Context: an optimization exercise on an open-source flow, tuned for small area. The choices shown serve that exercise and are no tape-out recipe. Function was not checked in any run shown here: the RTL went through the layout flow alone.

--- flow/run.sh ---
#!/bin/bash
# synth_recipe.tcl (not shown) runs the flow's synth.tcl, then flattens the netlist and writes it again
# the make line also repeats each setting of config.mk as NAME=value (left out here)
make -C /OpenROAD-flow-scripts/flow DESIGN_CONFIG=/design/flow/config.mk WORK_HOME=/design/flow/orfs CLKGATE_MAP_FILE= SYNTH_SCRIPT=/design/flow/synth_recipe.tcl finish
--- flow/config.mk ---
export PLATFORM = sky130hd
export DESIGN_NAME = dmr_framer
export DESIGN_NICKNAME = dmr_framer
export VERILOG_FILES = /design/flow/design.v
export SDC_FILE = /design/flow/constraint.sdc
export NUM_CORES = 4
export LEC_CHECK = 0
export CAP_MARGIN = 20
export CORE_MARGIN = 2
export CORE_UTILIZATION = 40
export SLEW_MARGIN = 20
--- flow/constraint.sdc ---
create_clock -name core_clock -period 12.0 [get_ports {clk}]
set_input_delay 2.4000 -clock core_clock [delete_from_list [all_inputs] [get_ports {clk}]]
set_output_delay 2.4000 -clock core_clock [all_outputs]
set_load 0.01 [all_outputs]
--- flow/design.v ---
module dmr_framer (
    input  wire         clk,
    input  wire         rst,            
    input  wire         in_valid,
    input  wire [1:0]   in_dibit,
    input  wire [4:0]   search_thr,     
    input  wire [4:0]   sync_thr,       
    output wire         pll_valid,
    output wire [15:0]  pll_offset,     
    output reg          loss_valid,
    output wire [13:0]  loss_bits,
    output reg          burst_valid,
    output wire [287:0] burst_bits,
    output wire [4:0]   burst_sync,
    output reg  [1:0]   burst_lock,
    output wire [7:0]   burst_errors
);
    localparam [4:0] P_UNKNOWN = 5'd20;
    function [23:0] phi(input integer id);
        case (id)
            0: phi = 24'hbc64b2;
            1: phi = 24'h439b4d;
            2: phi = 24'h89d791;
            3: phi = 24'h76286e;
            4: phi = 24'hde8ae0;
            5: phi = 24'h9073dc;
            6: phi = 24'h21751f;
            7: phi = 24'h6f8c23;
            8: phi = 24'h5836e5;
            default: phi = 24'ha7c91a;
        endcase
    endfunction
    function integer rep(input integer k);
        case (k) 0: rep = 0; 1: rep = 2; 2: rep = 4; 3: rep = 5; default: rep = 8; endcase
    endfunction
    function integer mate(input integer k);
        case (k) 0: mate = 1; 1: mate = 3; 2: mate = 6; 3: mate = 7; default: mate = 9; endcase
    endfunction
    function [4:0] pc24(input [23:0] v);
        integer k;
        begin
            pc24 = 5'd0;
            for (k = 0; k < 24; k = k + 1) pc24 = pc24 + {4'd0, v[k]};
        end
    endfunction
    function [3:0] pc12sel(input [23:0] v, input [23:0] m);
        integer k;
        begin
            pc12sel = 4'd0;
            for (k = 0; k < 24; k = k + 1)
                if (m[k]) pc12sel = pc12sel + {3'd0, v[k]};
        end
    endfunction
    function [4:0] next_voice(input [4:0] p);
        if (p == 5'd1)
            next_voice = 5'd10;
        else if (p >= 5'd10 && p < 5'd14)
            next_voice = p + 5'd1;
        else if (p == 5'd3 || p == 5'd6 || p == 5'd7)
            next_voice = 5'd15;
        else if (p >= 5'd15 && p < 5'd19)
            next_voice = p + 5'd1;
        else
            next_voice = P_UNKNOWN;
    endfunction
    reg [287:0] mb;         
    reg [12:0]  q;          
    reg         z;          
    reg         synced;
    reg [4:0]   trc;        
    reg [4:0]   tro;        
    reg         fb;         
    reg [4:0]   err;
    wire [47:0] W = mb[153:106];
    reg  [23:0] h, l;
    integer k;
    always @* begin
        for (k = 0; k < 24; k = k + 1) begin
            h[k] = W[2*k+1];
            l[k] = W[2*k];
        end
    end
    wire [4:0] pc_l = pc24(l);
    wire [4:0] pc_h = pc24(h);
    wire signed [7:0] G  = 8'sd36 - $signed({3'd0, pc_l}) + $signed({3'd0, pc_h});
    wire signed [7:0] G2 = 8'sd36 - $signed({3'd0, pc_l}) - $signed({3'd0, pc_h});
    wire [4:0] thr = synced ? sync_thr : search_thr;
    wire signed [7:0] U  = G - $signed({3'd0, thr});     
    wire signed [7:0] Vv = $signed({3'd0, thr}) - G2;    
    reg  [3:0] A [0:4];
    reg  [9:0] n;           
    integer p;
    always @* begin
        for (p = 0; p < 5; p = p + 1) begin
            A[p] = pc12sel(h, phi(rep(p)));
            n[rep(p)]  = $signed({3'd0, A[p], 1'b0}) >= U;
            n[mate(p)] = $signed({3'd0, A[p], 1'b0}) <= Vv;
        end
    end
    wire h1 = &h, h0 = ~|h, l1 = &l, l0 = ~|l;
    wire [23:0] V = (h1 | h0) ? l : h;
    reg  [9:0] eq;
    integer e;
    always @* for (e = 0; e < 10; e = e + 1) eq[e] = (V == phi(e));
    reg  [9:0] rm;          
    reg  [9:0] x;           
    always @* begin
        for (p = 0; p < 5; p = p + 1) begin
            rm[rep(p)]  = ((h1 | l0) & eq[mate(p)]) | (h0 & eq[rep(p)]);
            rm[mate(p)] = ((h1 | l0) & eq[rep(p)])  | (h0 & eq[mate(p)]);
        end
        x = l1 ? eq : 10'd0;
    end
    wire [1:0] rl = h1 ? 2'd1 : h0 ? 2'd2 : 2'd3;
    wire [9:0] hits = n | (synced ? 10'd0 : rm);
    reg  [9:0] first;
    reg        seen;
    always @* begin
        seen = 1'b0;
        for (e = 0; e < 10; e = e + 1) begin
            first[e] = hits[e] & ~seen;
            seen = seen | hits[e];
        end
    end
    wire       xany = synced & (|x);
    wire [9:0] win  = xany ? x : first;
    wire       hit  = |hits;
    reg  [4:0] wid;
    reg  [3:0] wA;
    reg        wrep;
    always @* begin
        wid = 5'd0; wA = 4'd0; wrep = 1'b0;
        for (p = 0; p < 5; p = p + 1) begin
            if (win[rep(p)])  begin wid = wid | rep(p);  wA = wA | A[p]; wrep = 1'b1; end
            if (win[mate(p)]) begin wid = wid | mate(p); wA = wA | A[p]; end
        end
    end
    wire       wn   = |(win & n);
    wire [4:0] wdist = wrep ? (G[4:0] - {wA, 1'b0}) : (G2[4:0] + {wA, 1'b0});
    wire [1:0] wlock = wn ? 2'd0 : rl;
    wire [12:0] qe   = z ? 13'h1F70 : q;      
    wire [12:0] q1   = qe + 13'd1;
    wire        bnd  = synced & (q1 == 13'd0);
    wire        fire = ~synced & hit;
    wire [4:0]  nv   = next_voice(trc);
    wire        bnd_burst = hit | (nv != P_UNKNOWN) | (tro != P_UNKNOWN);
    wire [4:0]  bnd_val = hit ? wid : nv;
    wire        burst_now = fire | (bnd & bnd_burst);
    wire        fire_loss = fire & (q1 != 13'd0) & ~(&q1[12:8]);
    wire        thr_loss  = ~synced & ~hit & (q1 == 13'd4801);
    wire        rot  = in_valid & fire & (wlock != 2'd0);
    wire        swp  = rot & (wlock[0] ^ wlock[1]);
    wire        ih   = rot & wlock[0];
    wire        il   = rot & wlock[1];
    wire        gh1  = ~rst & ~ih, gh0 = ~rst & ih;
    wire        gl1  = ~rst & ~il, gl0 = ~rst & il;
    wire [287:0] put = {mb[285:0], in_dibit};
    reg  [287:0] mb_d;
    integer j;
    always @* begin
        for (j = 0; j < 144; j = j + 1) begin
            mb_d[2*j+1] = (swp ? put[2*j]   : put[2*j+1]) ? gh1 : gh0;
            mb_d[2*j]   = (swp ? put[2*j+1] : put[2*j])   ? gl1 : gl0;
        end
    end
    always @(posedge clk) begin
        if (rst | in_valid) mb <= mb_d;
    end
    always @(posedge clk) begin
        err <= wn ? wdist : 5'd0;
        burst_lock <= fire ? wlock : 2'd0;
        if (rst) begin
            z           <= 1'b1;
            synced      <= 1'b0;
            trc         <= P_UNKNOWN;
            tro         <= P_UNKNOWN;
            burst_valid <= 1'b0;
            loss_valid  <= 1'b0;
        end else begin
            burst_valid <= in_valid & burst_now;
            loss_valid  <= in_valid & (fire_loss | thr_loss);
            if (in_valid) begin
                q <= thr_loss ? 13'd1 : q1;
                z <= burst_now;
                fb <= fire;
                if (fire) begin
                    trc    <= wid;
                    synced <= 1'b1;
                end else if (bnd) begin
                    trc <= tro;
                    tro <= bnd_val;
                    if (!bnd_burst) synced <= 1'b0;
                end
            end
        end
    end
    assign burst_bits   = mb;
    assign burst_sync   = fb ? trc : tro;
    assign burst_errors = {3'd0, err};
    assign pll_valid    = burst_valid & (burst_lock != 2'd0);
    assign pll_offset   = (burst_lock == 2'd1) ? 16'hFB50 :
                          (burst_lock == 2'd2) ? 16'h04B0 : 16'h0960;
    assign loss_bits    = {burst_valid ? q : 13'd4800, 1'b0};
endmodule
==> flow_summary.json, run 1 <==
{
  "critPathKind": "flip-flop to flip-flop",
  "grt_pass1_wl_um": 118000,
  "ctsHoldBuffers": 0,
  "skew_ns": 0.0425,
  "critPathSlowestCell": "edfxtp_1",
  "final_area_mm2": 0.0304,
  "insertion_delay_ns": 0.58,
  "max_freq_ghz": 0.0897,
  "holdPathStages": 2,
  "setup_viol": 0,
  "vias": 18964,
  "r2r_cells": 40,
  "initial_core_util": 0.402,
  "fp.dieH_um": 255,
  "cp.arrival_ns": 11.44,
  "status": "timing/DRC/antenna clean",
  "grt_pass1_vias": 18940,
  "syn_to_final_growth_pct": 20.3,
  "finalHoldViolCount": 0,
  "cts-buffers-inserted": 40,
  "slowest_delay_ns": 0.53,
  "synth_edf_count": 302,
  "viasPerCell": 5.62,
  "ys_seq_area_frac": 0.376,
  "r2r-end": "mb[34]",
  "end_kind": "flip-flop",
  "synth_cell_type_count": 99,
  "slew_viol_final": 0,
  "path_clk_slew_ns": 0.06,
  "cts_setup_buffers": 0,
  "postRouteWirelength_um": 78600,
  "antenna_found_initial": 1,
  "diodes": 0,
  "slew_headroom": 0.252,
  "io_pins": 351,
  "wl_per_cell_um": 23.3,
  "numClockSinks": 323,
  "r2r_slack_ns": 0.85,
  "drtPass1Iterations": 5,
  "yosys.area.top_type_share": 0.359,
  "grt_setup_unrepaired": "no",
  "worstReg2RegStart": "mb[116]",
  "drt_iter0_markers": 1577,
  "fin_crit_ns": 11.15,
  "ys_ff_latch": 323,
  "n_fill_cell": 5675,
  "synth-main-ff-cell": "edfxtp_1",
  "cts_tree": "done",
  "hold_end": "tro[3]",
  "gp_congestion": 0.994,
  "final_common_cell": "mux2i_1",
  "port_buffers": 342,
  "hold_start": "tro[3]",
  "layout_common_cells": "mux2i_1 (585), clkdlybuf4s50_1 (342), edfxtp_1 (302), inv_1 (176), ha_1 (133)",
  "finalCritPeriodShare": 0.929,
  "final_nets": 2722,
  "async_flop_share": 0,
  "worstSetupStartpointType": "flip-flop",
  "worst_pin_slew_ns": 1.12,
  "dp_hpwl_um": 57100,
  "drtAntennaViolNets": 0,
  "fp-row-count": 92,
  "yosys.area.top_type": "edfxtp_1",
  "post-route-drc-count": 0,
  "syn-cell-area_mm2": 0.0252,
  "finalSetupTns_ns": 0,
  "post_cts_resized": 0,
  "netlist_instances": 2226,
  "core_mm2": 0.0627,
  "ys_warn_count": 2,
  "cts-root-buf": "clkbuf_16",
  "synth_area_leaders": "edfxtp_1 (36%), mux2i_1 (23%), ha_1 (6.6%)",
  "clockBufferDepth": 3,
  "syn_avg_cell_area_um2": 11.3,
  "htree_num_levels": 2,
  "dieArea_mm2": 0.0651,
  "grt-ovfl-total": 0,
  "hold_class": "flip-flop to flip-flop",
  "die_w_um": 255,
  "grt_max_degree": 161,
  "maxCapViolations": 0,
  "cp.required_ns": 12.29,
  "grt_usage": 0.235,
  "placed_area_mm2": 0.0291,
  "layout-drive-gt1-share": 0.0585,
  "crit_path_start": "mb[116]",
  "cp_max_fo": 49
}
-- how the worst max path moves through the flow --
stage          endpoint  slack, ns  cells past startpoint
6_report         mb[34]       0.85                     40
5_1_grt          mb[34]       0.08                     41
4_1_cts          mb[40]       0.73                     40
3_5_place_dp     mb[40]       0.78                     40
3_3_place_gp    mb[125]       0.83                     39
2_1_floorplan    mb[41]       2.33                     44
-- cell families after synthesis --
logic type	synth area share
mux	0.235
simple gates	0.0968
buf+inv	0.0730
flops	0.376
compound gates	0.0827
fa+ha+maj	0.126
xor+xnor	0.0101
other cells	0.000149
-- per-layer routing --
layer | track usage | wire (um) | vias up
met1 | 0.297 | 32600 | 9393
met5 | 0 | 14 | -
li1 | - | - | 8771
met4 | 0.0892 | 2990 | 2
met3 | 0.0644 | 5730 | 170
met2 | 0.382 | 37300 | 628
-- registers in the layout (all words and copies together), names as in the netlist --
name and count:
fb 1, q 13, tro 5, synced 1
burst_lock 2, z 1, loss_valid 1, burst_valid 1
trc 5, mb 288, err 5
-- area by class of cell --
class	instances	area [um2]	share of cell area
clock inverter	24	220	0.00725
sequential	323	9490	0.312
clock buffer	48	1030	0.0339
multi-input combinational	1570	14000	0.460
tap	846	1060	0.0349
inverter	178	668	0.0220
timing repair buffer	385	3930	0.129
-- per-stage QoR --
stage          hold slack (ns)  setup WS [ns]  std cells  utilization
2_1_floorplan            0.448           2.33       2233            -
3_5_place_dp             0.487          0.775       3302        0.464
3_3_place_gp             0.489          0.832       3302        0.464
6_report                 0.491          0.847       3374        0.484
4_1_cts                  0.496          0.730       3374        0.484
5_1_grt                  0.526         0.0838       3374        0.484
-- cells in the mapped netlist (all sizes together), types with 47 or more instances --
| library cell | instances |
|---|---|
| buf | 110 |
| a21oi | 62 |
| nor2 | 92 |
| inv | 178 |
| nand2 | 84 |
| edfxtp | 302 |
| ha | 133 |
| clkbuf | 52 |
| fa | 76 |
| mux2i | 585 |
| nand3 | 49 |
| o21ai | 47 |
-- worst max-delay path, delay by kind of cell, from the launching register on --
family                     cells  cell delay [ns]
xor gates and xnor gates       1             0.32
AOI/OAI and AO/OA              9             1.41
adders and majority gates     13             4.88
buffers and inverters          9             1.41
and+or+nand+nor                6             1.85
muxes                          2             0.37
DFF                            1             0.53
==> run 2: changes to the inputs <==
--- a/flow/config.mk
+++ b/flow/config.mk
@@ -10,2 +10,3 @@
 export CORE_UTILIZATION = 40
+export CTS_BUF_LIST = sky130_fd_sc_hd__clkbuf_4
 export SLEW_MARGIN = 20
==> flow_summary.json, run 2 <==
{
  "status": "timing/DRC/antenna clean",
  "layout_common_cells": "mux2i_1 (585), clkdlybuf4s50_1 (342), edfxtp_1 (302), inv_1 (176), ha_1 (133)",
  "ctsHoldBuffers": 0,
  "final_cells": 3457,
  "synth_cell_type_count": 99,
  "cts_setup_buffers": 0,
  "placed_area_mm2": 0.0291,
  "worst_pin_slew_ns": 1.11,
  "synth_area_leaders": "edfxtp_1 (36%), mux2i_1 (23%), ha_1 (6.6%)",
  "insertion_delay_ns": 0.87,
  "htree_num_levels": 3,
  "cp.arrival_ns": 11.70,
  "postRouteWirelength_um": 79300,
  "fp.dieH_um": 255,
  "dieArea_mm2": 0.0651,
  "grt_max_degree": 161,
  "largest_register": "mb",
  "syn_to_final_growth_pct": 19.7,
  "finalCritPeriodShare": 0.933,
  "largest_reg_flops": 288,
  "ys_warn_count": 2,
  "finish.utilization": 0.482,
  "critPathSlowestCell": "nor3_1",
  "worstSetupStartpointType": "flip-flop",
  "wl_per_cell_um": 22.9,
  "final_nets": 2771,
  "core_mm2": 0.0627,
  "fp-row-count": 92,
  "syn-cell-area_mm2": 0.0252,
  "critPathKind": "flip-flop to flip-flop",
  "syn_avg_cell_area_um2": 11.3,
  "grt_pass1_wl_um": 119000,
  "grt_setup_unrepaired": "no",
  "path_clk_slew_ns": 0.06,
  "vias": 19343,
  "finalSetupTns_ns": 0,
  "clockBufferDepth": 3,
  "finalWorstSetupSlack_ns": 0.808,
  "synth_top_cells_by_count": "mux2i_1 (585), edfxtp_1 (302), inv_1 (176)",
  "port_buffers": 342,
  "io_pins": 351,
  "cts-root-buf": "clkbuf_4",
  "post_cts_resized": 0,
  "slowest_delay_ns": 0.57,
  "synthMostInstantiatedCell": "mux2i_1",
  "numClockSinks": 323,
  "netlist_instances": 2226,
  "final_common_cell": "mux2i_1",
  "gp_congestion": 0.994,
  "ys_ff_latch": 323,
  "cts-buffers-inserted": 89,
  "skew_ns": 0.0881,
  "die_w_um": 255,
  "grt_pass1_vias": 19393,
  "viasPerCell": 5.60,
  "slew_viol_final": 0,
  "fin_crit_ns": 11.19,
  "synth-main-ff-cell": "edfxtp_1",
  "hold_class": "flip-flop to flip-flop",
  "max_freq_ghz": 0.0894,
  "pre_cts_ws_ns": 0.775,
  "grt_usage": 0.238,
  "layout-drive-gt1-share": 0.0878,
  "place_inst": 3302,
  "maxCapViolations": 0,
  "grt-ovfl-total": 0,
  "hold_ws_ns": 0.495,
  "drtPass1Iterations": 6,
  "antenna_found_initial": 3,
  "drtAntennaViolNets": 0,
  "yosys.area.top_type": "edfxtp_1",
  "setup_viol": 0,
  "yosys.area.top_type_share": 0.359,
  "cts_tree": "done",
  "top_regs": "mb (288), q (13)",
  "finalHoldViolCount": 0,
  "ys_seq_area_frac": 0.376,
  "async_flop_share": 0,
  "end_kind": "flip-flop",
  "synth_edf_count": 302,
  "slew_headroom": 0.251,
  "initial_core_util": 0.402,
  "dp_hpwl_um": 57100,
  "post-route-drc-count": 0,
  "cp.required_ns": 12.51,
  "drt_iter0_markers": 1654,
  "final_area_mm2": 0.0302,
  "cp_max_fo": 49
}
-- run 2: changes by cell type in the layout (fill, tap and decap cells not counted), sizes merged --
cell	delta
clkbuf	+79
inv	+3
bufinv	-2
clkinv	+2
diode	+2
clkinvlp	-1
-- run 2: logic make-up after synthesis --
kind of cell	after synthesis	share of synthesized area
compound gates	290	0.0827
xor+xnor	29	0.0101
fa+ha+maj	209	0.126
buf+inv	340	0.0730
flops	323	0.376
mux	592	0.235
other cells	1	0.000149
simple gates	442	0.0968
-- run 2: metal layers --
metal	track usage	vias to the layer above	routed length (um)
li1	-	8923	-
met1	0.296	9527	32700
met2	0.382	703	37100
met3	0.0734	188	6390
met4	0.103	2	3100
met5	0	-	14
-- run 2: worst max-delay path: cells and delay by family (launching register included) --
kind            cells  cell delay (ns)
fa+ha+maj          13             4.88
simple gates        6             1.87
buf+inv             9             1.42
compound gates      9             1.40
flops               1             0.53
mux                 2             0.37
xor+xnor            1             0.32
-- run 2: path summary, 6_finish.rpt --
check / startpoint / cells past startpoint / end / slack [ns]
worst max register to register: mb[116] / 40 / mb[52] / 0.81
worst min-delay path: tro[0] / 2 / tro[0] / 0.49
worst max-delay path: mb[116] / 40 / mb[52] / 0.81
worst min register to register: tro[0] / 2 / tro[0] / 0.49
-- run 2: cell type report --
cell class	count	area [um2]
clock buffer	127	953
antenna	2	5.00
clock inverter	26	135
fill	5716	32500
sequential	323	9490
timing repair buffer	385	3930
tap	846	1060
inverter	178	668
multi-input combinational	1570	14000
==> run 3: changes to the inputs <==
==> flow/flow/run.sh (new file) <==
#!/bin/bash
# The standard layout, with the port buffers made from the smallest buffer cell.
set -euo pipefail
bash standard.sh BUFFER_PORTS_ARGS="-buffer_cell sky130_fd_sc_hd__buf_1" finish > make_finish.log 2>&1
==> flow/standard.sh (new file) <==
#!/bin/bash
# synth_recipe.tcl (not shown) runs the flow's synth.tcl, then flattens the netlist and writes it again
# the make line also repeats each setting of config.mk as NAME=value (left out here)
make -C /OpenROAD-flow-scripts/flow DESIGN_CONFIG=/design/flow/config.mk WORK_HOME=/design/flow/orfs CLKGATE_MAP_FILE= SYNTH_SCRIPT=/design/flow/synth_recipe.tcl "${@:-finish}"
removed: flow/run.sh
==> flow_summary.json, run 3 <==
{
  "status": "timing/DRC/antenna clean",
  "post-route-drc-count": 0,
  "slew_viol_final": 0,
  "cp.arrival_ns": 11.96,
  "slew_headroom": 0.321,
  "core_mm2": 0.0627,
  "critPathSlowestCell": "nor4_1",
  "finalHoldViolCount": 0,
  "antenna_found_initial": 2,
  "viasPerCell": 5.59,
  "largest_register": "mb",
  "clockBufferDepth": 3,
  "r2r_slack_ns": 0.79,
  "drtAntennaViolNets": 0,
  "regArea_mm2": 0.00949,
  "final_area_mm2": 0.0282,
  "ys_seq_area_frac": 0.376,
  "skew_ns": 0.105,
  "io_pins": 351,
  "final_common_cell": "mux2i_1",
  "initial_core_util": 0.402,
  "final_nets": 2781,
  "synth_area_leaders": "edfxtp_1 (36%), mux2i_1 (23%), ha_1 (6.6%)",
  "wl_per_cell_um": 22.1,
  "ctsHoldBuffers": 0,
  "slowest_delay_ns": 0.87,
  "cts_setup_buffers": 0,
  "end_kind": "flip-flop",
  "ys_warn_count": 2,
  "syn-cell-area_mm2": 0.0252,
  "synth_cell_type_count": 99,
  "htree_num_levels": 3,
  "r2r-end": "err[4]",
  "cts-root-buf": "clkbuf_4",
  "cts_tree": "done",
  "vias": 19373,
  "worstReg2RegStart": "mb[116]",
  "synth-main-ff-cell": "edfxtp_1",
  "holdPathStages": 2,
  "grt_pass1_wl_um": 115000,
  "post_cts_resized": 0,
  "worst_pin_slew_ns": 1.01,
  "dp_hpwl_um": 55200,
  "dieArea_mm2": 0.0651,
  "cp_max_fo": 10,
  "fin_crit_ns": 11.21,
  "numClockSinks": 323,
  "grt-ovfl-total": 0,
  "yosys.area.top_type_share": 0.359,
  "grt_max_degree": 162,
  "syn_avg_cell_area_um2": 11.3,
  "finalCritPeriodShare": 0.934,
  "insertion_delay_ns": 0.89,
  "cp.required_ns": 12.75,
  "die_w_um": 255,
  "ys_ff_latch": 323,
  "grt_setup_unrepaired": "no",
  "yosys.area.top_type": "edfxtp_1",
  "async_flop_share": 0,
  "syn_to_final_growth_pct": 11.6,
  "drt_iter0_markers": 1424,
  "layout-drive-gt1-share": 0.0916,
  "fp.dieH_um": 255,
  "synthMostInstantiatedCell": "mux2i_1",
  "grt_pass1_vias": 19424,
  "gp_congestion": 0.958,
  "finalSetupTns_ns": 0,
  "synth_edf_count": 302,
  "path_clk_slew_ns": 0.06,
  "placed_area_mm2": 0.0270,
  "crit_path_start": "mb[116]",
  "n_fill_cell": 6023,
  "hold_class": "flip-flop to flip-flop",
  "drtPass1Iterations": 7,
  "layout_common_cells": "mux2i_1 (585), buf_1 (342), edfxtp_1 (302), inv_1 (176), clkbuf_4 (135)",
  "multiInputGateArea_mm2": 0.0140,
  "maxCapViolations": 0,
  "worstSetupStartpointType": "flip-flop",
  "hold_start": "tro[1]",
  "setup_viol": 0,
  "port_buffers": 342,
  "top_regs": "mb (288), q (13)",
  "cts-buffers-inserted": 95,
  "max_freq_ghz": 0.0892,
  "critPathKind": "flip-flop to flip-flop",
  "r2r_cells": 41,
  "grt_usage": 0.228,
  "netlist_instances": 2226,
  "synth_top_cells_by_count": "mux2i_1 (585), edfxtp_1 (302), inv_1 (176)",
  "largest_reg_flops": 288,
  "hold_end": "tro[1]",
  "postRouteWirelength_um": 76600,
  "fp-row-count": 92
}
## run 3: per-layer routing
metal | global-route usage | part of all wire
met2 | 0.365 | 0.47
met3 | 0.0641 | 0.077
met1 | 0.290 | 0.42
met5 | 0 | 0
met4 | 0.0951 | 0.033
## run 3: cells by family (layout without fill, tap and decap cells)
logic type	Yosys count	count (layout)	synth area share
AO/OA/AOI/OAI	290	290	0.0827
XOR/XNOR	29	29	0.0101
adder cells (fa/ha/maj)	209	209	0.126
buffers and inverters	340	726	0.0730
flip-flops	323	323	0.376
multiplexers	592	592	0.235
other	1	11	0.000149
AND/OR/NAND/NOR	442	442	0.0968
## run 3: worst max-delay path, delay by kind of cell (launching register included)
family / cells / cell delay, ns
fa+ha+maj: 13 / 4.93
simple gates: 12 / 3.01
compound gates: 7 / 1.32
buf+inv: 7 / 0.82
flops: 1 / 0.59
xor+xnor: 2 / 0.45
## run 3: through the flow
step	hold WS, ns	worst slack (ns)	util	std cells
floorplan	0.448	2.33	-	2233
global placement	0.475	1.19	0.430	3305
detailed placement	0.485	0.875	0.430	3305
CTS	0.493	0.811	0.448	3464
global route	0.527	0.137	0.449	3468
finish	0.491	0.790	0.449	3468
## run 3: final cells by class
cell class                      count  area share
Antenna cell                        3    0.000267
Clock buffer                      135      0.0360
Clock inverter                     24     0.00520
Inverter                          178      0.0237
Multi-Input combinational cell   1570       0.497
Sequential cell                   323       0.337
Tap cell                          846      0.0376
Timing Repair Buffer              389      0.0637
## run 3: worst max path at each step
stage / to / slack [ns] / cells after the start
after floorplan: mb[41] / 2.33 / 44
after global placement: err[4] / 1.19 / 41
after detailed placement: err[4] / 0.87 / 41
after CTS: err[4] / 0.81 / 41
after global routing: err[4] / 0.14 / 42
final: err[4] / 0.79 / 41

==> re-timing with driven ports <==
No port has a modelled driver above. Below, the same layouts with a new extraction and two added sets of constraints. Step 1 assumes that a clkbuf_16 drives the clock port and a buf_2 every other input. Step 2 adds t to the input delays and takes it off the output delays; t is the mean of the earliest and latest rising clock arrival at the registers after step 1. Input paths then give back, and output paths get back, about the clock's delay inside the block. a / b / c = ideal ports / drivers / drivers and shift; a / b = the first two.
run | t (ns) | setup WS [ns] | worst register clock-pin slew, ns
run 1 | 0.619 | 0.847 / 0.847 / 0.847 | 0.06 / 0.06
run 2 | 0.883 | 0.808 / 0.808 / 0.808 | 0.08 / 0.08
run 3 | 0.894 | 0.790 / 0.790 / 0.790 | 0.07 / 0.07
After both steps every run listed still meets setup and hold.
